This design comes from an exercise in tuning for small area, a short achievable clock period and few clock cycles on the open sky130 flow, not from production work.
Only simulation tests tie the RTL to the original design; equivalence was not proved.
Power and IR drop assume default switching activity.

==> design/flow/design.v <==
module frame_engine (
    input  wire        clk,
    input  wire        rst,           
    input  wire        cmd_valid,
    output wire        cmd_ready,
    input  wire [31:0] cmd_data,
    output reg         rsp_valid,
    output wire [31:0] rsp_data,
    output wire        frm_valid,
    input  wire        frm_ready,
    output wire [7:0]  frm_data,
    output wire        frm_first,
    output wire        frm_last
);
    localparam [7:0] P_MARKER0 = 8'hA5;
    localparam [7:0] P_MARKER1 = 8'h5A;
    localparam [7:0] P_VERSION = 8'h01;
    localparam [7:0] P_TYPE    = 8'h01;
    function [15:0] crc_step;
        input [15:0] r;
        input [7:0]  b;
        integer      n;
        reg   [15:0] t;
        begin
            t = r ^ {b, 8'h00};
            for (n = 0; n < 8; n = n + 1)
                t = t[15] ? ((t << 1) ^ 16'h1021) : (t << 1);
            crc_step = t;
        end
    endfunction
    wire [7:0] op = cmd_data[31:24];
    wire is_nop    = (cmd_data == 32'h00000000);
    wire is_init   = (cmd_data == 32'h01000000);
    wire is_seed   = (op == 8'h02) && (cmd_data[23:16] == 8'h00);
    wire is_update = (op == 8'h03) && (cmd_data[23:8]  == 16'h0000);
    wire is_read   = (cmd_data == 32'h04000000);
    wire is_hdr    = (op == 8'h08);
    wire is_feed   = (op == 8'h10) && (cmd_data[23:8]  == 16'h0000);
    wire is_status = (cmd_data == 32'h20000000);
    wire is_legal  = is_nop | is_init | is_seed | is_update | is_read |
                     is_hdr | is_feed | is_status;
    reg [7:0]  ring [0:127];
    reg [7:0]  qhead;       
    reg [7:0]  vtail;       
    reg [7:0]  qtail;       
    reg [6:0]  blen;        
    reg [6:0]  bend;        
    reg [7:0]  level;
    reg [7:0]  qlen;        
    reg        feed_ok;     
    reg        avail;       
    reg [15:0] pcrc;        
    reg        hdr_ok;      
    reg [3:0]  cnt;         
    reg        big;         
    reg [7:0]  prev;        
    reg        nm_v;        
    reg [6:0]  nm_a;
    reg        busy;
    reg        cmode;       
    reg [6:0]  rd;          
    reg [6:0]  rend;        
    reg [6:0]  jstart;      
    reg [7:0]  xr;
    reg        xv;
    reg [2:0]  nframes;
    reg [15:0] crc_reg;
    reg        illegal;
    reg        rk_ones, rk_crc, rk_stat;
    reg [2:0]  rsmall;
    reg [7:0]  h_d, n_d;
    reg        h_v, n_v;
    reg [6:0]  hoff;        
    reg [6:0]  hlast;       
    reg  [7:0] fa;          
    reg  [6:0] raddr;       
    wire [7:0] rdata = ring[raddr];
    reg        rdy;
    assign cmd_ready = rdy;
    wire       fire      = cmd_valid && cmd_ready;
    wire       feed_fire = fire && is_feed;
    wire       rp_act    = busy && !cmode && xv;
    wire       st_act    = feed_fire || rp_act;
    wire [7:0] x = busy ? xr : cmd_data[7:0];
    wire       last = (rd == rend);           
    wire       cand    = (blen >= 7'd2);
    wire [6:0] lastoff = {1'b0, cnt, 2'b11} + 7'd4;           
    wire       crc_en  = (blen <= 7'd4) || (blen + 7'd1 < lastoff);
    wire       x_a5    = busy ? (xr == P_MARKER0) : (cmd_data[7:0] == P_MARKER0);
    wire       x_5a    = busy ? (xr == P_MARKER1) : (cmd_data[7:0] == P_MARKER1);
    wire       mk      = (prev == P_MARKER0) && x_5a;
    wire       done_big = (blen == 7'd7) && big;
    wire       at_last  = (blen == lastoff) && !big;
    wire       good_pre = hdr_ok && (cnt != 4'd0) && (pcrc[7:0] == prev);
    wire       good     = good_pre && (busy ? (pcrc[15:8] == xr)
                                                : (pcrc[15:8] == cmd_data[7:0]));
    wire       s_acc    = cand && at_last && good;
    wire       s_rej    = cand && (done_big || (at_last && !good));
    wire [6:0] bend_p1 = bend + 7'd1;
    wire [6:0] bend_m1 = bend - 7'd1;
    wire       st_v    = nm_v || mk || x_a5;
    wire [6:0] st_a    = nm_v ? nm_a : (mk ? bend_m1 : bend);
    wire       restart = s_rej && st_v;
    wire       we = busy ? xv : feed_ok;
    always @(posedge clk) begin
        if (we)
            ring[bend] <= x;
    end
    wire [31:0] status = {illegal, 1'b0, avail, feed_ok,
                          4'b0, level, 5'b0, 4'b0, blen};
    assign rsp_data = rk_ones ? 32'hFFFFFFFF :
                      rk_crc  ? {16'h0, crc_reg} :
                      rk_stat ? status : {29'h0, rsmall};
    assign frm_valid = h_v;
    assign frm_data  = h_d;
    reg    first_r, last_r;   
    assign frm_first = first_r;
    assign frm_last  = last_r;
    wire   pop       = h_v && frm_ready;
    wire   fetch     = !busy && (fa != vtail) && !(h_v && n_v && !pop);
    wire       acc      = st_act && s_acc;
    wire       resp_now = (feed_fire && !restart) ||
                          (rp_act && last && !restart);
    wire [7:0] qt_acc   = qtail + {1'b0, blen} + 8'd1;
    wire [7:0] qtail_n  = acc ? qt_acc : qtail;
    wire [7:0] vtail_n  = resp_now ? qtail_n : vtail;
    wire [7:0] l_a  = qlen;                        
    wire [7:0] l_b  = qlen + {1'b0, blen} + 8'd1;
    wire [7:0] l_s  = !resp_now ? level : (acc ? l_b : l_a);
    wire [7:0] l_sm = !resp_now ? level - 8'd1 : (acc ? l_b - 8'd1 : l_a - 8'd1);
    wire [7:0] level_n = pop ? l_sm : l_s;
    wire f_s  = !resp_now ? (level <= 8'd60) : (acc ? (l_b <= 8'd60) : (l_a <= 8'd60));
    wire f_sm = !resp_now ? (level <= 8'd61) : (acc ? (l_b <= 8'd61) : (l_a <= 8'd61));
    wire a_s  = !resp_now ? (level != 8'd0) : (acc ? (l_b != 8'd0) : (l_a != 8'd0));
    wire a_sm = !resp_now ? (level != 8'd1) : (acc ? (l_b != 8'd1) : (l_a != 8'd1));
    wire a5ld = resp_now && !avail && (qtail_n != vtail);
    wire busy_n = (feed_fire && restart) || (busy && !(rp_act && last && !restart));
    wire [6:0] rd_n = (feed_fire && restart)              ? st_a :
                      (rp_act && restart && last)         ? st_a :
                      (busy && cmode && xv && last)       ? jstart :
                      (busy && rd != rend)                ? rd + 7'd1 : rd;
    wire [7:0] fa_p1 = fa + 8'd1;
    wire [7:0] fa_n = (a5ld || fetch) ? fa_p1 : fa;
    wire [7:0] l_am = l_a - 8'd1;
    wire [7:0] l_bm = l_b - 8'd1;
    wire [7:0] qlen_n = pop ? (acc ? l_bm : l_am) : (acc ? l_b : l_a);
    reg [6:0] blen_n, bend_n;
    always @(*) begin
        blen_n = blen;
        bend_n = bend;
        if (st_act) begin
            if (!cand) begin
                if (blen == 7'd1 && x_5a) begin
                    blen_n = 7'd2;
                    bend_n = qtail[6:0] + 7'd2;
                end else if (x_a5) begin
                    blen_n = 7'd1;
                    bend_n = qtail[6:0] + 7'd1;
                end else begin
                    blen_n = 7'd0;
                    bend_n = qtail[6:0];
                end
            end else if (s_acc) begin
                blen_n = 7'd0;
                bend_n = bend_p1;
            end else if (s_rej) begin
                blen_n = 7'd0;
                bend_n = (busy && !last && st_v) ? bend_p1 : qtail[6:0];
            end else begin
                blen_n = blen + 7'd1;
                bend_n = bend_p1;
            end
        end else if (busy && cmode && xv) begin
            bend_n = last ? qtail[6:0] : bend_p1;
        end
    end
    always @(posedge clk) begin
        if (rst) begin
            qhead     <= 8'd0;
            qtail     <= 8'd0;
            vtail     <= 8'd0;
            blen      <= 7'd0;
            bend      <= 7'd0;
            level     <= 8'd0;
            fa        <= 8'd0;
            raddr     <= 7'd0;
            qlen      <= 8'd0;
            feed_ok   <= 1'b1;
            rdy       <= 1'b1;
            avail     <= 1'b0;
            busy      <= 1'b0;
            cmode     <= 1'b0;
            xv        <= 1'b0;
            crc_reg   <= 16'hFFFF;
            illegal   <= 1'b0;
            rsp_valid <= 1'b0;
            h_v       <= 1'b0;
            n_v       <= 1'b0;
            hoff      <= 7'd0;
            hlast     <= 7'd127;
            first_r   <= 1'b1;
            last_r    <= 1'b0;
            nm_v      <= 1'b0;
        end else begin
            rsp_valid <= resp_now || (fire && !is_feed);
            qhead   <= qhead + {7'd0, pop};
            qtail   <= qtail_n;
            vtail   <= vtail_n;
            blen    <= blen_n;
            bend    <= bend_n;
            level   <= level_n;
            feed_ok <= pop ? f_sm : f_s;
            rdy     <= !busy_n && ((pop ? f_sm : f_s) ||
                                   (cmd_valid && !is_feed && !fire));
            avail   <= pop ? a_sm : a_s;
            fa    <= fa_n;
            rd    <= rd_n;
            raddr <= busy_n ? rd_n : fa_n[6:0];
            qlen  <= qlen_n;
            if (fire) begin
                rk_ones <= !is_legal;
                rk_crc  <= is_read;
                rk_stat <= is_status;
                rsmall  <= 3'd0;
                if (!is_legal)
                    illegal <= 1'b1;
                else if (is_init)
                    crc_reg <= 16'hFFFF;
                else if (is_seed)
                    crc_reg <= cmd_data[15:0];
                else if (is_update)
                    crc_reg <= crc_step(crc_reg, cmd_data[7:0]);
                else if (is_hdr)
                    rsmall <= {2'b0, (cmd_data[23:16] == P_VERSION) &&
                                     (cmd_data[15:8]  == P_TYPE) &&
                                     (cmd_data[7:0]   != 8'h00)};
                else if (is_feed)
                    rsmall <= {2'b0, s_acc};
            end
            if (st_act) begin
                prev <= x;
                if (!cand) begin
                    pcrc <= 16'hFFFF;
                    nm_v <= 1'b0;
                end else begin
                    if (crc_en)
                        pcrc <= crc_step(pcrc, x);
                    if (blen == 7'd2)
                        hdr_ok <= (x == P_VERSION);
                    if (blen == 7'd3)
                        hdr_ok <= hdr_ok && (x == P_TYPE);
                    if (blen == 7'd4) begin
                        cnt <= x[3:0];
                        big <= (x[7:4] != 4'd0);
                    end
                    if (mk && !nm_v) begin
                        nm_v <= 1'b1;
                        nm_a <= bend_m1;
                    end
                end
            end
            if (busy) begin
                if (rd != rend) begin
                    xr <= rdata;
                    xv <= 1'b1;
                end else
                    xv <= 1'b0;
            end
            if (feed_fire) begin
                nframes <= {2'b0, s_acc};
                if (restart) begin
                    busy  <= 1'b1;
                    cmode <= 1'b0;
                    rend  <= bend_p1;
                    xv    <= 1'b0;
                end
            end else if (rp_act) begin
                if (s_acc)
                    nframes <= nframes + 3'd1;
                if (restart) begin
                    if (last) begin
                        rend <= bend_p1;
                        xv   <= 1'b0;
                    end else begin
                        cmode  <= 1'b1;
                        jstart <= st_a;
                    end
                end else if (last) begin
                    busy   <= 1'b0;
                    rsmall <= nframes + {2'b0, s_acc};
                end
            end else if (busy && cmode && xv && last) begin
                cmode <= 1'b0;
                rend  <= bend_p1;
                xv    <= 1'b0;
            end
            if (pop) begin
                hoff    <= last_r ? 7'd0 : hoff + 7'd1;
                first_r <= last_r;
                last_r  <= !last_r && (hoff != 7'd4) && (hoff + 7'd1 == hlast);
                if (hoff == 7'd4)
                    hlast <= {1'b0, h_d[3:0], 2'b11} + 7'd4;
                if (n_v) begin
                    h_d <= n_d;
                    h_v <= 1'b1;
                    n_d <= rdata;
                    n_v <= fetch;
                end else begin
                    h_d <= rdata;
                    h_v <= fetch;
                    n_v <= 1'b0;
                end
            end else if (fetch) begin
                if (!h_v) begin
                    h_d <= rdata;
                    h_v <= 1'b1;
                end else begin
                    n_d <= rdata;
                    n_v <= 1'b1;
                end
            end
            if (a5ld) begin
                h_d <= P_MARKER0;
                h_v <= 1'b1;
            end
        end
    end
endmodule
==> design/flow/flow/run.sh <==
#!/bin/bash
set -euo pipefail
bash standard.sh SETUP_SLACK_MARGIN=7 finish > standard_flow.log 2>&1
==> design/flow/standard.sh <==
#!/bin/bash
# synth_recipe.tcl (not shown) runs the flow's synth.tcl, then flattens the netlist and writes it again
# the make line also repeats each setting of config.mk as NAME=value (left out here)
make -C /OpenROAD-flow-scripts/flow DESIGN_CONFIG=/design/flow/config.mk WORK_HOME=/design/flow/orfs CLKGATE_MAP_FILE= SYNTH_SCRIPT=/design/flow/synth_recipe.tcl "${@:-finish}"
==> design/flow/config.mk <==
export PLATFORM = sky130hd
export DESIGN_NAME = frame_engine
export DESIGN_NICKNAME = frame_engine
export VERILOG_FILES = /design/flow/design.v
export SDC_FILE = /design/flow/constraint.sdc
export NUM_CORES = 4
export LEC_CHECK = 0
export CAP_MARGIN = 20
export CELL_PAD_IN_SITES_DETAIL_PLACEMENT = 0
export CELL_PAD_IN_SITES_GLOBAL_PLACEMENT = 0
export CORE_MARGIN = 2
export CORE_UTILIZATION = 60
export CTS_CLUSTER_DIAMETER = 120
export CTS_CLUSTER_SIZE = 24
export SLEW_MARGIN = 20
==> design/flow/constraint.sdc <==
create_clock -name core_clock -period 11.0 [get_ports {clk}]
set_input_delay 2.2000 -clock core_clock [delete_from_list [all_inputs] [get_ports {clk}]]
set_output_delay 2.2000 -clock core_clock [all_outputs]
set_load 0.01 [all_outputs]
==> results of run 1 <==
[kinds of logic after synthesis]
kind of cell	after synthesis	share of synthesized area [%]
xor+xnor	158	2.81
fa+ha+maj	45	1.11
flops	1217	68.3
buf+inv	214	1.71
simple gates	703	6.60
compound gates	293	3.59
mux	394	15.9
[routing by layer]
metal | share of wire, % | vias up
met5 | 0 | -
met3 | 8.5 | 235
met1 | 38 | 15009
li1 | - | 12247
met2 | 50 | 1297
met4 | 3.4 | 0
[cell type report]
type                    instances  share of cell area, %
clock inverters                 3                 0.0929
well taps                    1144                   2.47
multi-input cells            1604                   28.7
repair buffers                253                   4.32
flip-flops and latches       1217                   61.4
diodes                          3                 0.0130
repair inverters                2                 0.0216
clock buffers                  77                   2.61
inverters                      41                  0.309
[worst register-to-register path, delay by kind of cell (launching register included)]
kind | cells | cell delay, ps
AO/OA/AOI/OAI | 1 | 270
buffers and inverters | 1 | 560
flip-flops | 1 | 320
AND/OR/NAND/NOR | 4 | 2380
[path summary, 6_finish.rpt]
kind,end,slack (ps),cells after the start
worst max-delay path,register,6850,11
worst min-delay path,illegal,500,2
worst max register to register,ring[102][4],7090,6
worst min register to register,illegal,500,2
[power groups by stage]
stage,Clock [mW],Sequential (mW),Combinational (mW)
finish,2.35,5.04,0.204
global route,2.53,5.04,0.216
CTS,2.39,5.04,0.194
detailed placement,0,5.15,0.167
global placement,0,5.15,0.160
floorplan,0,5.15,0.0897
[timing repair]
action                                  CTS  global route
endpoints found under the setup margin  768           218
resized for setup                       333            98
gates cloned                             16             6
pin swaps                                58            49
endpoints found under the hold margin     0             0
buffers inserted                         94            33
[cells in the mapped netlist (7+ instances only)]
master                     number
sky130_fd_sc_hd__o211ai_1      11
sky130_fd_sc_hd__nor3b_1       11
sky130_fd_sc_hd__clkbuf_1     112
sky130_fd_sc_hd__nor2_1       261
sky130_fd_sc_hd__xnor2_1       92
sky130_fd_sc_hd__and4_1         7
sky130_fd_sc_hd__ha_1          43
sky130_fd_sc_hd__mux2i_1       30
sky130_fd_sc_hd__mux2_2        15
sky130_fd_sc_hd__o21a_1         9
sky130_fd_sc_hd__a21oi_1       79
sky130_fd_sc_hd__o21ai_0       69
sky130_fd_sc_hd__and2_1        16
sky130_fd_sc_hd__buf_2         14
sky130_fd_sc_hd__a21o_1        24
sky130_fd_sc_hd__inv_1         40
sky130_fd_sc_hd__nor4_1        21
sky130_fd_sc_hd__nand4_1       30
sky130_fd_sc_hd__xor2_1        59
sky130_fd_sc_hd__nand2_1      150
sky130_fd_sc_hd__mux4_2       336
sky130_fd_sc_hd__o31ai_1        7
sky130_fd_sc_hd__a21boi_0       8
sky130_fd_sc_hd__edfxtp_1    1115
sky130_fd_sc_hd__nor2b_1       17
sky130_fd_sc_hd__and3_1        12
sky130_fd_sc_hd__a211oi_1      10
sky130_fd_sc_hd__o21ai_1        8
sky130_fd_sc_hd__buf_1         34
sky130_fd_sc_hd__nand2b_1      10
sky130_fd_sc_hd__mux2_4         8
sky130_fd_sc_hd__buf_4          8
sky130_fd_sc_hd__nand3_1       72
sky130_fd_sc_hd__dfxtp_1      102
sky130_fd_sc_hd__a31oi_1       19
sky130_fd_sc_hd__or2_2          9
sky130_fd_sc_hd__or3_1         10
sky130_fd_sc_hd__nor3_1        38
==> impl_metrics.prom, run 1 <==
# TYPE chip_impl_metric gauge
chip_impl_metric{name="cts.reportedPaths.clkPinSlew",unit="ps"} 110
chip_impl_metric{name="postSynthNetCount",unit=""} 3105
chip_impl_info{name="tritoncts",value="built"} 1
chip_impl_metric{name="synthArstFlopShare",unit="%"} 0
chip_impl_metric{name="number_of_distinct_library_cells_after_synthesis",unit=""} 92
chip_impl_metric{name="die-height",unit="µm"} 298
chip_impl_metric{name="number_of_flip_flops_in_the_largest_register",unit=""} 1024
chip_impl_metric{name="total_net_switching_power",unit="mW"} 1.53
chip_impl_metric{name="cp_max_fo",unit=""} 7
chip_impl_info{name="end_kind",value="register"} 1
chip_impl_metric{name="port_buffers",unit=""} 80
chip_impl_info{name="globalRoute.busiestLayer",value="met2"} 1
chip_impl_metric{name="finalNetCount",unit=""} 3256
chip_impl_metric{name="remaining_drc_errors",unit=""} 0
chip_impl_metric{name="htreeDepth",unit=""} 2
chip_impl_metric{name="power",unit="mW"} 7.60
chip_impl_info{name="critical-path-top-cell-by-count",value="sky130_fd_sc_hd__nor4_4"} 1
chip_impl_metric{name="final-setup-viol-count",unit=""} 0
chip_impl_metric{name="non_filler_instances",unit=""} 4344
chip_impl_metric{name="place.gp.congestion",unit=""} 0.861
chip_impl_metric{name="grt_use_met2",unit="%"} 49.0
chip_impl_metric{name="clk-insertion-delay-late",unit="ps"} 670
chip_impl_metric{name="grt_first_pass_wirelength",unit="mm"} 193
chip_impl_metric{name="cell_area_after_synthesis",unit="mm²"} 0.0520
chip_impl_metric{name="cts_buffer_depth",unit=""} 3
chip_impl_metric{name="synth_enable_flop_cells",unit=""} 1115
chip_impl_info{name="synth_largest_area_cell",value="sky130_fd_sc_hd__edfxtp_1"} 1
chip_impl_metric{name="number_of_max_cap_violations",unit=""} 0
chip_impl_metric{name="finalHoldViolations",unit=""} 0
chip_impl_metric{name="grt_util_all_layers",unit="%"} 29.7
chip_impl_metric{name="use_met3",unit="%"} 5.40
chip_impl_metric{name="postSynthCellCount",unit=""} 3024
chip_impl_metric{name="drt_pre_antenna_iters",unit=""} 5
chip_impl_metric{name="placedCellCount",unit=""} 4111
chip_impl_metric{name="holdBufCountCts",unit=""} 0
chip_impl_metric{name="cell_internal_pwr",unit="mW"} 6.06
chip_impl_metric{name="fp.dieArea",unit="mm²"} 0.0890
chip_impl_metric{name="cp.arrival",unit="ps"} 4750
chip_impl_metric{name="power_switching_share",unit="%"} 20.2
chip_impl_info{name="hold_start",value="illegal"} 1
chip_impl_info{name="clockRootBuffer",value="sky130_fd_sc_hd__clkbuf_16"} 1
chip_impl_metric{name="initial_utilization",unit="%"} 60.8
chip_impl_metric{name="num_vias",unit=""} 28788
chip_impl_info{name="critPathSlowestCell",value="sky130_fd_sc_hd__or4_4"} 1
chip_impl_info{name="final_cell_mix",value="1115 x sky130_fd_sc_hd__edfxtp_1, 336 x sky130_fd_sc_hd__mux4_2, 249 x sky130_fd_sc_hd__nor2_1"} 1
chip_impl_metric{name="floorplan.io_pins",unit=""} 81
chip_impl_info{name="critPathLaunchType",value="input pin"} 1
chip_impl_metric{name="hold_slack",unit="ps"} 502
chip_impl_info{name="path_cells",value="buf_6 > nor4_4 > nand3_2 > nor4_4 > buf_4 > o21ai_4 > nor2_4 > a31oi_4 > and4_4 > or4_4 > a31oi_1"} 1
chip_impl_metric{name="worst-path-buf-inv",unit=""} 2
chip_impl_metric{name="initial_antenna_violation_count",unit=""} 5
chip_impl_info{name="synth_flop_cell",value="sky130_fd_sc_hd__edfxtp_1"} 1
chip_impl_metric{name="layout_setup_ws",unit="ps"} 6850
chip_impl_metric{name="routed_wl_per_cell",unit="µm"} 30.7
chip_impl_metric{name="pwr_dens",unit="mW/mm²"} 131
chip_impl_metric{name="route.detailed.vias_per_inst",unit=""} 6.63
chip_impl_metric{name="synth_largest_type_area_fraction",unit="%"} 64.4
chip_impl_metric{name="postPlaceCellArea",unit="mm²"} 0.0541
chip_impl_metric{name="vdd.ir_drop.worst",unit="µV"} 125
chip_impl_metric{name="timing.final.crit_share",unit="%"} 37.7
chip_impl_metric{name="yosysWarnings",unit=""} 1
chip_impl_metric{name="die_width",unit="µm"} 298
chip_impl_info{name="timing.setup.critical_path_class",value="in -> reg"} 1
chip_impl_metric{name="placementRows",unit=""} 107
chip_impl_info{name="netlist_top_cells_area",value="sky130_fd_sc_hd__edfxtp_1 64%, sky130_fd_sc_hd__mux4_2 15%, sky130_fd_sc_hd__dfxtp_1 3.9%"} 1
chip_impl_metric{name="grt_use_met1",unit="%"} 41.1
chip_impl_metric{name="gr-total-overflow",unit=""} 0
chip_impl_metric{name="final.fill_count",unit=""} 5671
chip_impl_metric{name="residual_antenna_violating_net_count_after_detailed_routing",unit=""} 0
chip_impl_metric{name="flow.area_growth_from_synthesis",unit="%"} 11.3
chip_impl_info{name="critical_path.reg2reg.startpoint",value="busy"} 1
chip_impl_metric{name="layout_min_cycle_time",unit="ps"} 4150
chip_impl_metric{name="clock-sinks",unit=""} 1217
chip_impl_metric{name="worst_max_slew_margin_expressed_relative_to_the_limit",unit="%"} 25.6
chip_impl_info{name="grt_setup_unrepaired",value="true"} 1
chip_impl_metric{name="yosysSeqAreaShare",unit="%"} 68.3
chip_impl_metric{name="area_of_the_multi_input_gates",unit="mm²"} 0.0166
chip_impl_metric{name="fin_setup_tns",unit="ps"} 0
chip_impl_metric{name="largest_net_degree_at_the_start_of_global_routing",unit=""} 98
chip_impl_metric{name="route.final.wire_length",unit="mm"} 133
chip_impl_metric{name="p_leak",unit="nW"} 17.8
chip_impl_metric{name="tightest_slew",unit="ps"} 1110
chip_impl_metric{name="final_max_slew_viol_count",unit=""} 0
chip_impl_metric{name="grt_pass1_vias",unit=""} 28506
chip_impl_metric{name="post-route-util",unit="%"} 67.7
chip_impl_metric{name="combinationalPowerShare",unit="%"} 2.7
chip_impl_info{name="crit_path_start",value="cmd_data[26]"} 1
chip_impl_info{name="type_of_the_tightest_min_delay_check",value="reg -> reg"} 1
chip_impl_metric{name="seq_power_share",unit="%"} 66.3
chip_impl_metric{name="preCtsSetupSlack",unit="ps"} 4420
chip_impl_metric{name="design_area",unit="mm²"} 0.0579
chip_impl_metric{name="register_area",unit="mm²"} 0.0356
chip_impl_info{name="layout_commonest_cell",value="sky130_fd_sc_hd__edfxtp_1"} 1
chip_impl_metric{name="syn_avg_cell_area",unit="µm²"} 17.2
chip_impl_metric{name="fin_skew",unit="ps"} 27.8
chip_impl_info{name="outcome",value="finished clean"} 1
chip_impl_metric{name="crit_required",unit="ps"} 11600
chip_impl_metric{name="tritoncts.num_buffers",unit=""} 56
chip_impl_metric{name="core_region_area",unit="mm²"} 0.0855
chip_impl_metric{name="ys_seq_elements",unit=""} 1217
chip_impl_metric{name="final_layout_size_suffix_gt1_share",unit="%"} 26.0
chip_impl_metric{name="power.share.clock",unit="%"} 31.0
chip_impl_metric{name="detailedRoute.firstIterationViolations",unit=""} 3440
chip_impl_metric{name="max_freq",unit="GHz"} 0.241
chip_impl_metric{name="critical-path-max-stage-delay",unit="ps"} 510
chip_impl_metric{name="detailedPlacementHpwl",unit="mm"} 76.4
chip_impl_info{name="timing.critical_path.max_delay_family",value="simple AND/OR/NAND/NOR gates"} 1
Testbench counts, summed over its fixed seeds: cycles 35,278.
==> run 2, diff against run 1 <==
--- a/design/flow/config.mk
+++ b/design/flow/config.mk
@@ -11,3 +11,3 @@
 export CORE_MARGIN = 2
-export CORE_UTILIZATION = 60
+export CORE_UTILIZATION = 42
 export CTS_CLUSTER_DIAMETER = 120
==> run 2 against run 1 <==
Compared with the run above: still clean on timing, DRC and antenna; first-iteration DRC count fell by 15%; synthesized cell count did not move; die area increased by 42%; sequential power about the same; total power grew 0.48%; non-clock buffer count decreased by 13; flip-flop and latch count stayed put; largest power group unchanged.
==> impl_metrics.prom, run 2 <==
# TYPE chip_impl_metric gauge
chip_impl_info{name="outcome",value="finished clean"} 1
chip_impl_info{name="timing.setup.critical_path_class",value="reg -> out"} 1
chip_impl_metric{name="flow.area_growth_from_synthesis",unit="%"} 12.0
chip_impl_info{name="clockRootBuffer",value="sky130_fd_sc_hd__clkbuf_16"} 1
chip_impl_metric{name="grt_pass1_vias",unit=""} 28653
chip_impl_info{name="path_cells",value="buf_4 > buf_6 > nor2_1 > a21oi_1 > mux2i_1 > nand2b_1 > buf_2"} 1
chip_impl_info{name="final_cell_mix",value="1115 x sky130_fd_sc_hd__edfxtp_1, 336 x sky130_fd_sc_hd__mux4_2, 254 x sky130_fd_sc_hd__nor2_1"} 1
chip_impl_metric{name="detailedRoute.firstIterationViolations",unit=""} 2939
chip_impl_metric{name="die-height",unit="µm"} 356
chip_impl_metric{name="number_of_distinct_library_cells_after_synthesis",unit=""} 92
chip_impl_metric{name="max_freq",unit="GHz"} 0.239
chip_impl_info{name="layout_commonest_cell",value="sky130_fd_sc_hd__edfxtp_1"} 1
chip_impl_metric{name="place.gp.congestion",unit=""} 0.853
chip_impl_metric{name="routed_wl_per_cell",unit="µm"} 27.2
chip_impl_metric{name="finalHoldViolations",unit=""} 0
chip_impl_metric{name="finalNetCount",unit=""} 3241
chip_impl_metric{name="clk-insertion-delay-late",unit="ps"} 710
chip_impl_metric{name="detailedPlacementHpwl",unit="mm"} 78.1
chip_impl_info{name="globalRoute.busiestLayer",value="met2"} 1
chip_impl_info{name="critPathSlowestCell",value="sky130_fd_sc_hd__edfxtp_1"} 1
chip_impl_metric{name="pwr_dens",unit="mW/mm²"} 131
chip_impl_metric{name="initial_utilization",unit="%"} 42.2
chip_impl_metric{name="vdd.ir_drop.worst",unit="µV"} 117
chip_impl_info{name="synth.cells.most_frequent",value="1115 x sky130_fd_sc_hd__edfxtp_1, 336 x sky130_fd_sc_hd__mux4_2, 261 x sky130_fd_sc_hd__nor2_1, 150 x sky130_fd_sc_hd__nand2_1, 112 x sky130_fd_sc_hd__clkbuf_1"} 1
chip_impl_metric{name="tritoncts.num_buffers",unit=""} 57
chip_impl_metric{name="cts_buffer_depth",unit=""} 3
chip_impl_info{name="grt_setup_unrepaired",value="true"} 1
chip_impl_metric{name="syn_avg_cell_area",unit="µm²"} 17.2
chip_impl_metric{name="use_met3",unit="%"} 2.75
chip_impl_metric{name="fp.dieArea",unit="mm²"} 0.127
chip_impl_metric{name="tightest_slew",unit="ps"} 1180
chip_impl_metric{name="grt_use_met2",unit="%"} 33.0
chip_impl_metric{name="number_of_max_cap_violations",unit=""} 0
chip_impl_metric{name="remaining_drc_errors",unit=""} 0
chip_impl_metric{name="cp_max_fo",unit=""} 4
chip_impl_info{name="type_of_the_tightest_min_delay_check",value="reg -> reg"} 1
chip_impl_metric{name="synth_largest_type_area_fraction",unit="%"} 64.4
chip_impl_metric{name="postSynthCellCount",unit=""} 3024
chip_impl_metric{name="floorplan.io_pins",unit=""} 81
chip_impl_metric{name="final_layout_size_suffix_gt1_share",unit="%"} 25.8
chip_impl_metric{name="cell_area_after_synthesis",unit="mm²"} 0.0520
chip_impl_metric{name="ys_seq_elements",unit=""} 1217
chip_impl_metric{name="worst_max_slew_margin_expressed_relative_to_the_limit",unit="%"} 21.3
chip_impl_metric{name="grt_use_met1",unit="%"} 28.9
chip_impl_metric{name="synthArstFlopShare",unit="%"} 0
chip_impl_metric{name="power",unit="mW"} 7.63
chip_impl_metric{name="holdBufCountCts",unit=""} 0
chip_impl_metric{name="die_width",unit="µm"} 356
chip_impl_metric{name="num_vias",unit=""} 28365
chip_impl_metric{name="fin_skew",unit="ps"} 46.0
chip_impl_metric{name="placementRows",unit=""} 129
chip_impl_metric{name="crit_required",unit="ps"} 8800
chip_impl_metric{name="grt_first_pass_wirelength",unit="mm"} 192
chip_impl_metric{name="clock-sinks",unit=""} 1217
chip_impl_info{name="netlist_top_cells_area",value="sky130_fd_sc_hd__edfxtp_1 64%, sky130_fd_sc_hd__mux4_2 15%, sky130_fd_sc_hd__dfxtp_1 3.9%"} 1
chip_impl_metric{name="route.detailed.vias_per_inst",unit=""} 5.88
chip_impl_metric{name="postSynthNetCount",unit=""} 3105
chip_impl_info{name="timing.critical_path.max_delay_family",value="flip-flops"} 1
chip_impl_metric{name="drt_pre_antenna_iters",unit=""} 6
chip_impl_info{name="synthMostInstantiatedCell",value="sky130_fd_sc_hd__edfxtp_1"} 1
chip_impl_metric{name="grt_util_all_layers",unit="%"} 20.4
chip_impl_metric{name="htreeDepth",unit=""} 2
chip_impl_metric{name="initial_antenna_violation_count",unit=""} 2
chip_impl_metric{name="core_region_area",unit="mm²"} 0.123
chip_impl_metric{name="final_max_slew_viol_count",unit=""} 0
chip_impl_metric{name="synth_enable_flop_cells",unit=""} 1115
chip_impl_metric{name="fin_setup_tns",unit="ps"} 0
chip_impl_metric{name="cts.reportedPaths.clkPinSlew",unit="ps"} 100
chip_impl_metric{name="timing.final.crit_share",unit="%"} 38.1
chip_impl_metric{name="p_leak",unit="nW"} 17.7
chip_impl_metric{name="residual_antenna_violating_net_count_after_detailed_routing",unit=""} 0
chip_impl_metric{name="port_buffers",unit=""} 80
chip_impl_metric{name="yosysWarnings",unit=""} 1
chip_impl_metric{name="largest_net_degree_at_the_start_of_global_routing",unit=""} 119
chip_impl_metric{name="route.final.wire_length",unit="mm"} 131
chip_impl_metric{name="cp.arrival",unit="ps"} 1990
chip_impl_info{name="critPathLaunchType",value="register"} 1
chip_impl_info{name="synth_largest_area_cell",value="sky130_fd_sc_hd__edfxtp_1"} 1
chip_impl_info{name="end_kind",value="primary output"} 1
chip_impl_info{name="tritoncts",value="built"} 1
chip_impl_metric{name="layout_min_cycle_time",unit="ps"} 4190
chip_impl_metric{name="worst-path-buf-inv",unit=""} 3
chip_impl_metric{name="yosysSeqAreaShare",unit="%"} 68.3
chip_impl_metric{name="critical-path-max-stage-delay",unit="ps"} 480
chip_impl_metric{name="number_of_flip_flops_in_the_largest_register",unit=""} 1024
chip_impl_info{name="synth_flop_cell",value="sky130_fd_sc_hd__edfxtp_1"} 1
chip_impl_metric{name="gr-total-overflow",unit=""} 0
chip_impl_metric{name="post-route-util",unit="%"} 47.2
chip_impl_metric{name="final-setup-viol-count",unit=""} 0
[run 2: layer usage]
layer	wire, µm	vias to the layer above
met5	0	-
met2	62800	1030
li1	-	12220
met4	4270	0
met3	8380	200
met1	55700	14915
[run 2: worst reg2reg max path: stages (launching register included)]
cell                      delay [ps]
sky130_fd_sc_hd__dfxtp_4         380
sky130_fd_sc_hd__buf_6           530
sky130_fd_sc_hd__buf_12          460
sky130_fd_sc_hd__mux4_2          540
sky130_fd_sc_hd__mux4_2          580
sky130_fd_sc_hd__mux4_2          560
sky130_fd_sc_hd__mux2_2          350
sky130_fd_sc_hd__mux2i_1         270
sky130_fd_sc_hd__nand2_2          80
[run 2: cell type report]
type                    instances  area [µm²]
fillers                     10311       65100
flip-flops and latches       1217       35500
multi-input cells            1602       16700
repair buffers                240        2170
well taps                    1637        2050
clock buffers                  80        1560
inverters                      41         179
clock inverters                 6        51.3
repair inverters                1        7.51
diodes                          1        2.50
[run 2: where the power goes]
| group | internal, mW | switching, mW | leakage [nW] | total (mW) |
|---|---|---|---|---|
| Sequential | 5.04 | 0.00335 | 10.9 | 5.04 |
| Clock | 0.993 | 1.41 | 0.776 | 2.40 |
| Combinational | 0.0566 | 0.136 | 6.03 | 0.192 |
[run 2: timing repair]
item / in CTS / in global routing
gates resized for setup: 346 / 99
gates cloned: 10 / 4
pin swaps: 47 / 49
setup buffers: 82 / 34
endpoints found under the setup margin: 724 / 131
[run 2: worst paths after layout]
| kind | startpoint | endpoint | slack, ps | cells past startpoint |
|---|---|---|---|---|
| worst max-delay path | rk_stat | rsp_data[0] | 6810 | 7 |
| worst min-delay path | illegal | illegal | 500 | 2 |
| worst max register to register | register | h_d[5] | 7030 | 8 |
| worst min register to register | illegal | illegal | 500 | 2 |
[run 2: logic make-up (layout without fill, tap and decap cells)]
| kind of cell | Yosys count | in the layout | synth area share [%] |
|---|---|---|---|
| buf+inv | 214 | 368 | 1.71 |
| flops | 1217 | 1217 | 68.3 |
| other cells | 0 | 1 | 0 |
| fa+ha+maj | 45 | 45 | 1.11 |
| compound gates | 293 | 294 | 3.59 |
| simple gates | 703 | 705 | 6.60 |
| xor+xnor | 158 | 158 | 2.81 |
| mux | 394 | 400 | 15.9 |
[run 2: stage by stage]
| stage | instance area, µm² | hold slack [ps] | std cells | setup WS, ps |
|---|---|---|---|---|
| finish | 58200 | 501 | 4825 | 6810 |
| global route | 58200 | 546 | 4824 | 6730 |
| CTS | 57500 | 508 | 4786 | 6780 |
| detailed placement | 54700 | 478 | 4608 | 4440 |
| global placement | 54700 | 458 | 4608 | 4640 |
| floorplan | 52300 | 437 | 3024 | 6280 |
==> run 3, diff against run 2 <==
--- a/design/flow/config.mk
+++ b/design/flow/config.mk
@@ -11,3 +11,3 @@
 export CORE_MARGIN = 2
-export CORE_UTILIZATION = 42
+export CORE_UTILIZATION = 50
 export CTS_CLUSTER_DIAMETER = 120
==> run 3 against run 2 <==
Compared with the run above: worst setup slack better by 54 ps; via count is essentially flat; clock power barely moved; synthesized area unchanged; sequential power about the same; combinational power hardly changed; clock skew decreased by 14 ps; hold slack better by 9.7 ps.
==> impl_metrics.prom, run 3 <==
# TYPE chip_impl_metric gauge
chip_impl_info{name="outcome",value="finished clean"} 1
chip_impl_info{name="timing.setup.critical_path_class",value="reg -> out"} 1
chip_impl_metric{name="number_of_flip_flops_in_the_largest_register",unit=""} 1024
chip_impl_metric{name="power_switching_share",unit="%"} 20.6
chip_impl_metric{name="postSynthCellCount",unit=""} 3024
chip_impl_info{name="clockRootBuffer",value="sky130_fd_sc_hd__clkbuf_16"} 1
chip_impl_metric{name="tightest_slew",unit="ps"} 1060
chip_impl_metric{name="detailedPlacementHpwl",unit="mm"} 79.3
chip_impl_metric{name="die_width",unit="µm"} 326
chip_impl_metric{name="cts_buffer_depth",unit=""} 3
chip_impl_metric{name="placementRows",unit=""} 118
chip_impl_metric{name="area_of_the_multi_input_gates",unit="mm²"} 0.0166
chip_impl_metric{name="place.gp.congestion",unit=""} 0.871
chip_impl_metric{name="final.fill_count",unit=""} 7999
chip_impl_metric{name="routed_wl_per_cell",unit="µm"} 28.9
chip_impl_info{name="final_cell_mix",value="1115 x sky130_fd_sc_hd__edfxtp_1, 336 x sky130_fd_sc_hd__mux4_2, 252 x sky130_fd_sc_hd__nor2_1"} 1
chip_impl_metric{name="synth_enable_flop_cells",unit=""} 1115
chip_impl_metric{name="pwr_dens",unit="mW/mm²"} 133
chip_impl_metric{name="drt_pre_antenna_iters",unit=""} 8
chip_impl_info{name="synth.cells.most_frequent",value="1115 x sky130_fd_sc_hd__edfxtp_1, 336 x sky130_fd_sc_hd__mux4_2, 261 x sky130_fd_sc_hd__nor2_1, 150 x sky130_fd_sc_hd__nand2_1, 112 x sky130_fd_sc_hd__clkbuf_1"} 1
chip_impl_metric{name="synthArstFlopShare",unit="%"} 0
chip_impl_metric{name="grt_util_all_layers",unit="%"} 24.3
chip_impl_info{name="type_of_the_tightest_min_delay_check",value="reg -> reg"} 1
chip_impl_metric{name="gr-total-overflow",unit=""} 0
chip_impl_metric{name="finalNetCount",unit=""} 3215
chip_impl_metric{name="cts.reportedPaths.clkPinSlew",unit="ps"} 100
chip_impl_metric{name="core_region_area",unit="mm²"} 0.103
chip_impl_metric{name="register_area",unit="mm²"} 0.0356
chip_impl_metric{name="timing.final.crit_share",unit="%"} 37.6
chip_impl_metric{name="num_vias",unit=""} 28353
chip_impl_metric{name="p_leak",unit="nW"} 17.6
chip_impl_metric{name="initial_antenna_violation_count",unit=""} 4
chip_impl_metric{name="grt_pass1_vias",unit=""} 28248
chip_impl_metric{name="syn_avg_cell_area",unit="µm²"} 17.2
chip_impl_metric{name="ys_seq_elements",unit=""} 1217
chip_impl_metric{name="power.share.clock",unit="%"} 31.6
chip_impl_metric{name="grt_first_pass_wirelength",unit="mm"} 191
chip_impl_metric{name="clock-sinks",unit=""} 1217
chip_impl_metric{name="total_net_switching_power",unit="mW"} 1.58
chip_impl_metric{name="yosysSeqAreaShare",unit="%"} 68.3
chip_impl_info{name="grt_setup_unrepaired",value="true"} 1
chip_impl_metric{name="die-height",unit="µm"} 326
chip_impl_metric{name="clk-insertion-delay-late",unit="ps"} 710
chip_impl_info{name="critPathLaunchType",value="register"} 1
chip_impl_metric{name="layout_min_cycle_time",unit="ps"} 4140
chip_impl_metric{name="route.final.wire_length",unit="mm"} 131
chip_impl_metric{name="cell_internal_pwr",unit="mW"} 6.07
chip_impl_metric{name="vdd.ir_drop.worst",unit="µV"} 115
chip_impl_metric{name="cp_max_fo",unit=""} 6
chip_impl_metric{name="residual_antenna_violating_net_count_after_detailed_routing",unit=""} 0
chip_impl_metric{name="worst_max_slew_margin_expressed_relative_to_the_limit",unit="%"} 29.4
chip_impl_metric{name="number_of_distinct_library_cells_after_synthesis",unit=""} 92
chip_impl_metric{name="flop2flop_setup_slack",unit="ps"} 7080
chip_impl_metric{name="floorplan.io_pins",unit=""} 81
chip_impl_info{name="end_kind",value="primary output"} 1
chip_impl_info{name="synth_flop_cell",value="sky130_fd_sc_hd__edfxtp_1"} 1
chip_impl_metric{name="yosysWarnings",unit=""} 1
chip_impl_metric{name="final_layout_size_suffix_gt1_share",unit="%"} 24.9
chip_impl_metric{name="crit_required",unit="ps"} 8800
chip_impl_metric{name="worstRegToRegCells",unit=""} 11
chip_impl_metric{name="final_max_slew_viol_count",unit=""} 0
chip_impl_metric{name="tritoncts.num_buffers",unit=""} 58
chip_impl_metric{name="fin_skew",unit="ps"} 31.9
chip_impl_metric{name="htreeDepth",unit=""} 2
chip_impl_metric{name="route.detailed.vias_per_inst",unit=""} 6.25
chip_impl_metric{name="remaining_drc_errors",unit=""} 0
chip_impl_metric{name="postSynthNetCount",unit=""} 3105
chip_impl_metric{name="number_of_max_cap_violations",unit=""} 0
chip_impl_metric{name="initial_utilization",unit="%"} 50.3
chip_impl_metric{name="cp.arrival",unit="ps"} 1940
chip_impl_info{name="synthMostInstantiatedCell",value="sky130_fd_sc_hd__edfxtp_1"} 1
chip_impl_metric{name="max_freq",unit="GHz"} 0.242
chip_impl_info{name="tritoncts",value="built"} 1
chip_impl_metric{name="finalHoldViolations",unit=""} 0
chip_impl_metric{name="synth_largest_type_area_fraction",unit="%"} 64.4
chip_impl_metric{name="postPlaceCellArea",unit="mm²"} 0.0544
chip_impl_metric{name="final-setup-viol-count",unit=""} 0
chip_impl_metric{name="holdPathStages",unit=""} 2
chip_impl_info{name="layout_commonest_cell",value="sky130_fd_sc_hd__edfxtp_1"} 1
chip_impl_info{name="synth_largest_area_cell",value="sky130_fd_sc_hd__edfxtp_1"} 1
chip_impl_metric{name="detailedRoute.firstIterationViolations",unit=""} 2746
chip_impl_info{name="netlist_top_cells_area",value="sky130_fd_sc_hd__edfxtp_1 64%, sky130_fd_sc_hd__mux4_2 15%, sky130_fd_sc_hd__dfxtp_1 3.9%"} 1
chip_impl_metric{name="fp.dieArea",unit="mm²"} 0.107
chip_impl_metric{name="design_area",unit="mm²"} 0.0577
chip_impl_metric{name="combinationalPowerShare",unit="%"} 2.5
chip_impl_metric{name="largest_net_degree_at_the_start_of_global_routing",unit=""} 93
chip_impl_metric{name="port_buffers",unit=""} 80
chip_impl_metric{name="cell_area_after_synthesis",unit="mm²"} 0.0520
chip_impl_metric{name="fin_setup_tns",unit="ps"} 0
chip_impl_metric{name="flow.area_growth_from_synthesis",unit="%"} 11.0
chip_impl_metric{name="seq_power_share",unit="%"} 65.9
run 3: cell counts after synthesis:
Identical to the previous run, type by type.
run 3: worst paths after layout:
check,startpoint,endpoint
setup reg to reg,blen[1],fa[7]
hold reg to reg,hlast[4],hlast[4]
setup / recovery,rk_stat,rsp_data[2]
hold / removal,hlast[4],hlast[4]
run 3: layer usage:
layer / track usage (%) / wire [µm]
met1: 33.9 / 53800
met2: 40.8 / 65700
met5: 0 / 11
met3: 3.09 / 7720
met4: 6.58 / 3790
run 3: cell families after synthesis:
group | after synthesis | synth area share [%]
adder cells (fa/ha/maj) | 45 | 1.11
XOR/XNOR | 158 | 2.81
AO/OA/AOI/OAI | 293 | 3.59
multiplexers | 394 | 15.9
AND/OR/NAND/NOR | 703 | 6.60
buffers and inverters | 214 | 1.71
flip-flops | 1217 | 68.3
run 3: worst max-delay path: stages, from the launching register on:
cell	delay, ps
sky130_fd_sc_hd__edfxtp_1	370
sky130_fd_sc_hd__buf_6	140
sky130_fd_sc_hd__mux2_2	340
sky130_fd_sc_hd__mux2i_1	160
sky130_fd_sc_hd__nand2b_1	90
sky130_fd_sc_hd__buf_2	140
run 3: per-stage QoR:
step                      hold WS (ps)  util, %  std cells  power [mW]  setup WS, ps
after floorplan                    437        -       3024        5.24          6280
after global placement             455     52.6       4348        5.31          4870
after detailed placement           488     52.6       4349        5.32          4700
after CTS                          510     55.3       4512        7.70          6840
after global routing               541     55.9       4535        7.86          6780
final                              510     55.9       4536        7.65          6860
run 3: final cells by class:
type	count	area share (%)
inverter	41	0.310
timing repair inverter	1	0.0130
sequential	1217	61.6
tap	1380	2.99
multi-input combinational	1603	28.8
timing repair buffer	212	3.46
clock inverter	8	0.195
antenna	1	0.00434
clock buffer	73	2.61
run 3: power groups by stage:
stage                     Sequential (mW)  Clock, mW  Combinational (mW)
final                                5.04       2.42               0.191
after global routing                 5.04       2.61               0.205
after CTS                            5.04       2.47               0.189
after detailed placement             5.15          0               0.167
after floorplan                      5.15          0              0.0897
after global placement               5.15          0               0.160
run 3: repair_timing:
item | 4_1_cts | 5_1_grt
pin swaps | 48 | 42
setup endpoints to repair | 591 | 112
hold buffers | 0 | 0
buffers inserted | 73 | 19
hold endpoints to repair | 0 | 0
gates cloned | 9 | 4
resized for setup | 312 | 87
==> run 4, diff against run 3 <==
==> design/flow/flow/run.sh (replaced) <==
#!/bin/bash
set -euo pipefail
bash standard.sh SETUP_SLACK_MARGIN=7.25 finish > standard_flow.log 2>&1
==> run 4 against run 3 <==
Compared with the run above: still clean; die area unchanged; first-iteration DRC count up 13%; non-clock buffer count up 70; critical path depth up 8; synthesized area unchanged; cell area up 2.7%; combinational power up 7%; count of clock-buffer cells in the layout up 3.
==> impl_metrics.prom, run 4 <==
# TYPE chip_impl_metric gauge
chip_impl_info{name="outcome",value="finished clean"} 1
chip_impl_metric{name="cp.arrival",unit="ps"} 4790
chip_impl_info{name="grt_setup_unrepaired",value="true"} 1
chip_impl_metric{name="cell_internal_pwr",unit="mW"} 6.10
chip_impl_metric{name="cts.reportedPaths.clkPinSlew",unit="ps"} 100
chip_impl_metric{name="synth_enable_flop_cells",unit=""} 1115
chip_impl_metric{name="final.fill_count",unit=""} 7846
chip_impl_metric{name="placementRows",unit=""} 118
chip_impl_metric{name="drt_pre_antenna_iters",unit=""} 6
chip_impl_info{name="clockRootBuffer",value="sky130_fd_sc_hd__clkbuf_16"} 1
chip_impl_metric{name="power.share.clock",unit="%"} 31.7
chip_impl_metric{name="place.gp.congestion",unit=""} 0.872
chip_impl_metric{name="final_max_slew_viol_count",unit=""} 0
chip_impl_metric{name="holdBufCountCts",unit=""} 0
chip_impl_info{name="synth_flop_cell",value="sky130_fd_sc_hd__edfxtp_1"} 1
chip_impl_metric{name="grt_first_pass_wirelength",unit="mm"} 198
chip_impl_metric{name="postSynthCellCount",unit=""} 3024
chip_impl_metric{name="htreeDepth",unit=""} 2
chip_impl_info{name="layout_commonest_cell",value="sky130_fd_sc_hd__edfxtp_1"} 1
chip_impl_metric{name="core_region_area",unit="mm²"} 0.103
chip_impl_metric{name="fin_setup_tns",unit="ps"} 0
chip_impl_info{name="end_kind",value="register"} 1
chip_impl_metric{name="detailedPlacementHpwl",unit="mm"} 78.6
chip_impl_metric{name="floorplan.io_pins",unit=""} 81
chip_impl_metric{name="hold_slack",unit="ps"} 490
chip_impl_metric{name="synth_largest_type_area_fraction",unit="%"} 64.4
chip_impl_metric{name="p_leak",unit="nW"} 18.1
chip_impl_info{name="tritoncts",value="built"} 1
chip_impl_metric{name="tritoncts.num_buffers",unit=""} 57
chip_impl_metric{name="seq_power_share",unit="%"} 65.7
chip_impl_metric{name="residual_antenna_violating_net_count_after_detailed_routing",unit=""} 0
chip_impl_metric{name="largest_net_degree_at_the_start_of_global_routing",unit=""} 105
chip_impl_metric{name="crit_required",unit="ps"} 11620
chip_impl_metric{name="clock-sinks",unit=""} 1217
chip_impl_metric{name="cell_area_after_synthesis",unit="mm²"} 0.0520
chip_impl_metric{name="route.final.wire_length",unit="mm"} 136
chip_impl_info{name="timing.setup.critical_path_class",value="in -> reg"} 1
chip_impl_metric{name="clk-insertion-delay-late",unit="ps"} 710
chip_impl_metric{name="final_layout_size_suffix_gt1_share",unit="%"} 31.2
chip_impl_metric{name="final-setup-viol-count",unit=""} 0
chip_impl_metric{name="yosysWarnings",unit=""} 1
chip_impl_info{name="final_cell_mix",value="1115 x sky130_fd_sc_hd__edfxtp_1, 336 x sky130_fd_sc_hd__mux4_2, 194 x sky130_fd_sc_hd__nor2_1"} 1
chip_impl_metric{name="syn_avg_cell_area",unit="µm²"} 17.2
chip_impl_info{name="synthMostInstantiatedCell",value="sky130_fd_sc_hd__edfxtp_1"} 1
chip_impl_metric{name="gr-total-overflow",unit=""} 0
chip_impl_metric{name="tightest_slew",unit="ps"} 1110
chip_impl_metric{name="grt_pass1_vias",unit=""} 28595
chip_impl_metric{name="route.detailed.vias_per_inst",unit=""} 6.27
chip_impl_metric{name="routed_wl_per_cell",unit="µm"} 29.4
chip_impl_metric{name="postSynthNetCount",unit=""} 3105
chip_impl_metric{name="yosysSeqAreaShare",unit="%"} 68.3
chip_impl_metric{name="number_of_distinct_library_cells_after_synthesis",unit=""} 92
chip_impl_info{name="synth.cells.most_frequent",value="1115 x sky130_fd_sc_hd__edfxtp_1, 336 x sky130_fd_sc_hd__mux4_2, 261 x sky130_fd_sc_hd__nor2_1, 150 x sky130_fd_sc_hd__nand2_1, 112 x sky130_fd_sc_hd__clkbuf_1"} 1
chip_impl_metric{name="die-height",unit="µm"} 326
chip_impl_metric{name="vdd.ir_drop.worst",unit="µV"} 140
chip_impl_metric{name="detailedRoute.firstIterationViolations",unit=""} 3107
chip_impl_metric{name="layout_min_cycle_time",unit="ps"} 4180
chip_impl_metric{name="timing.final.crit_share",unit="%"} 38.0
chip_impl_metric{name="max_freq",unit="GHz"} 0.239
chip_impl_metric{name="initial_utilization",unit="%"} 50.3
chip_impl_metric{name="ys_seq_elements",unit=""} 1217
chip_impl_metric{name="finalNetCount",unit=""} 3289
chip_impl_info{name="critPathLaunchType",value="input pin"} 1
chip_impl_metric{name="cts_buffer_depth",unit=""} 3
chip_impl_metric{name="finalHoldViolations",unit=""} 0
chip_impl_info{name="netlist_top_cells_area",value="sky130_fd_sc_hd__edfxtp_1 64%, sky130_fd_sc_hd__mux4_2 15%, sky130_fd_sc_hd__dfxtp_1 3.9%"} 1
chip_impl_metric{name="port_buffers",unit=""} 80
chip_impl_info{name="synth_largest_area_cell",value="sky130_fd_sc_hd__edfxtp_1"} 1
chip_impl_metric{name="fp.dieArea",unit="mm²"} 0.107
chip_impl_metric{name="flow.area_growth_from_synthesis",unit="%"} 14.0
chip_impl_metric{name="number_of_flip_flops_in_the_largest_register",unit=""} 1024
chip_impl_metric{name="power_switching_share",unit="%"} 20.6
chip_impl_metric{name="worst_max_slew_margin_expressed_relative_to_the_limit",unit="%"} 25.9
chip_impl_metric{name="total_net_switching_power",unit="mW"} 1.58
chip_impl_metric{name="num_vias",unit=""} 28908
chip_impl_info{name="type_of_the_tightest_min_delay_check",value="reg -> reg"} 1
chip_impl_metric{name="die_width",unit="µm"} 326
chip_impl_metric{name="number_of_max_cap_violations",unit=""} 0
chip_impl_metric{name="cp_max_fo",unit=""} 7
chip_impl_metric{name="combinationalPowerShare",unit="%"} 2.7
chip_impl_metric{name="synthArstFlopShare",unit="%"} 0
chip_impl_metric{name="remaining_drc_errors",unit=""} 0
chip_impl_metric{name="fin_skew",unit="ps"} 27.0
chip_impl_metric{name="pwr_dens",unit="mW/mm²"} 129
chip_impl_metric{name="initial_antenna_violation_count",unit=""} 3
chip_impl_metric{name="grt_util_all_layers",unit="%"} 25.3
-- run 4: final cells by class --
cell class | instances | area, µm² | area share [%]
Timing Repair inverter | 2 | 10.0 | 0.0169
Timing Repair Buffer | 282 | 2820 | 4.76
Multi-Input combinational cell | 1607 | 17400 | 29.3
Inverter | 41 | 181 | 0.306
Antenna cell | 1 | 2.50 | 0.00422
Sequential cell | 1217 | 35600 | 60.0
Clock inverter | 6 | 73.8 | 0.125
Tap cell | 1380 | 1730 | 2.91
Clock buffer | 76 | 1550 | 2.61
-- run 4: repair_timing --
action	CTS	global route
resized for setup	438	208
gates cloned	22	2
endpoints found under the setup margin	839	798
pin swaps	89	69
buffers inserted	113	49
-- run 4: final timing paths --
path	slack [ps]	depth (start not counted)	to	start
worst max-delay path	6820	13	register	cmd_data[27]
worst min-delay path	490	2	illegal	illegal
worst max register to register	7020	13	register	qtail[0]
worst min register to register	490	2	illegal	illegal
-- run 4: cell families after synthesis --
kind of cell / share of synthesized area [%]
flip-flops: 68.3
AND/OR/NAND/NOR: 6.60
multiplexers: 15.9
AO/OA/AOI/OAI: 3.59
buffers and inverters: 1.71
XOR/XNOR: 2.81
adder cells (fa/ha/maj): 1.11
-- run 4: routing by layer --
layer / GRT usage [%] / wire length [µm] / vias to the layer above
met3: 3.39 / 8240 / 215
met1: 36.1 / 57200 / 15291
met2: 41.1 / 66000 / 1053
li1: - / - / 12347
met4: 7.37 / 4220 / 2
met5: 0 / 13 / -
-- run 4: power by group through the flow --
stage / clock network (mW) / logic (mW) / registers [mW]
final: 2.43 / 0.205 / 5.04
after global routing: 2.62 / 0.219 / 5.04
after global placement: 0 / 0.163 / 5.15
after CTS: 2.47 / 0.194 / 5.04
after detailed placement: 0 / 0.170 / 5.15
after floorplan: 0 / 0.0912 / 5.15
-- run 4: critical path, stage by stage --
cell and delay [ps]:
sky130_fd_sc_hd__dlygate4sd2_1 290, sky130_fd_sc_hd__nor4_4 240, sky130_fd_sc_hd__and3_4 270, sky130_fd_sc_hd__nand4_4 150, sky130_fd_sc_hd__a21oi_4 220, sky130_fd_sc_hd__buf_12 150, sky130_fd_sc_hd__buf_6 100, sky130_fd_sc_hd__o2111ai_4 120
sky130_fd_sc_hd__a2bb2oi_4 250, sky130_fd_sc_hd__and4_4 390, sky130_fd_sc_hd__buf_6 140, sky130_fd_sc_hd__o2111ai_2 90, sky130_fd_sc_hd__o211ai_1 150
-- run 4: metrics by stage --
step / instances / setup slack [ps] / utilization [%] / power [mW] / area, µm²
final: 4612 / 6820 / 57.4 / 7.68 / 59300
after global routing: 4611 / 6750 / 57.4 / 7.88 / 59300
after CTS: 4560 / 6860 / 56.3 / 7.71 / 58200
after detailed placement: 4343 / 4680 / 52.7 / 5.32 / 54500
after global placement: 4343 / 4860 / 52.7 / 5.31 / 54500
after floorplan: 3024 / 6280 / - / 5.24 / 52500

==> separate check: timing with driven ports <==
The flow's constraints put no driver on any port. The routed layouts listed below were extracted and timed again, unchanged, in two steps. Step 1 (the two cells are an assumption about what drives the block):
set clk [get_ports {clk}]
set_driving_cell -lib_cell sky130_fd_sc_hd__clkbuf_16 $clk
set_driving_cell -lib_cell sky130_fd_sc_hd__buf_2 [delete_from_list [all_inputs] $clk]
Step 2 adds t to the input delays and takes it off the output delays; t is the mean of the earliest and latest rising clock arrival at the registers after step 1. Input paths then give back, and output paths get back, about the clock's delay inside the block. a / b / c = ideal ports / drivers / drivers and shift; a / b = the first two.
| run | shift t [ns] | slack for setup (ns) | slew at the worst register clock pin (ns) | pins driven straight from the clock port |
|---|---|---|---|---|
| run 1 | 0.726 | 6.849 / 6.793 / 6.146 | 0.11 / 0.11 | 1 |
| run 2 | 0.756 | 6.810 / 6.737 / 6.083 | 0.11 / 0.11 | 1 |
| run 3 | 0.772 | 6.864 / 6.788 / 6.125 | 0.10 / 0.10 | 1 |
| run 4 | 0.768 | 6.824 / 6.815 / 6.097 | 0.12 / 0.12 | 1 |
After both steps every run listed still meets setup and hold. For run 3, which loses most, drivers alone change the setup slack by -0.076 ns; drivers and shift together by -0.739 ns.
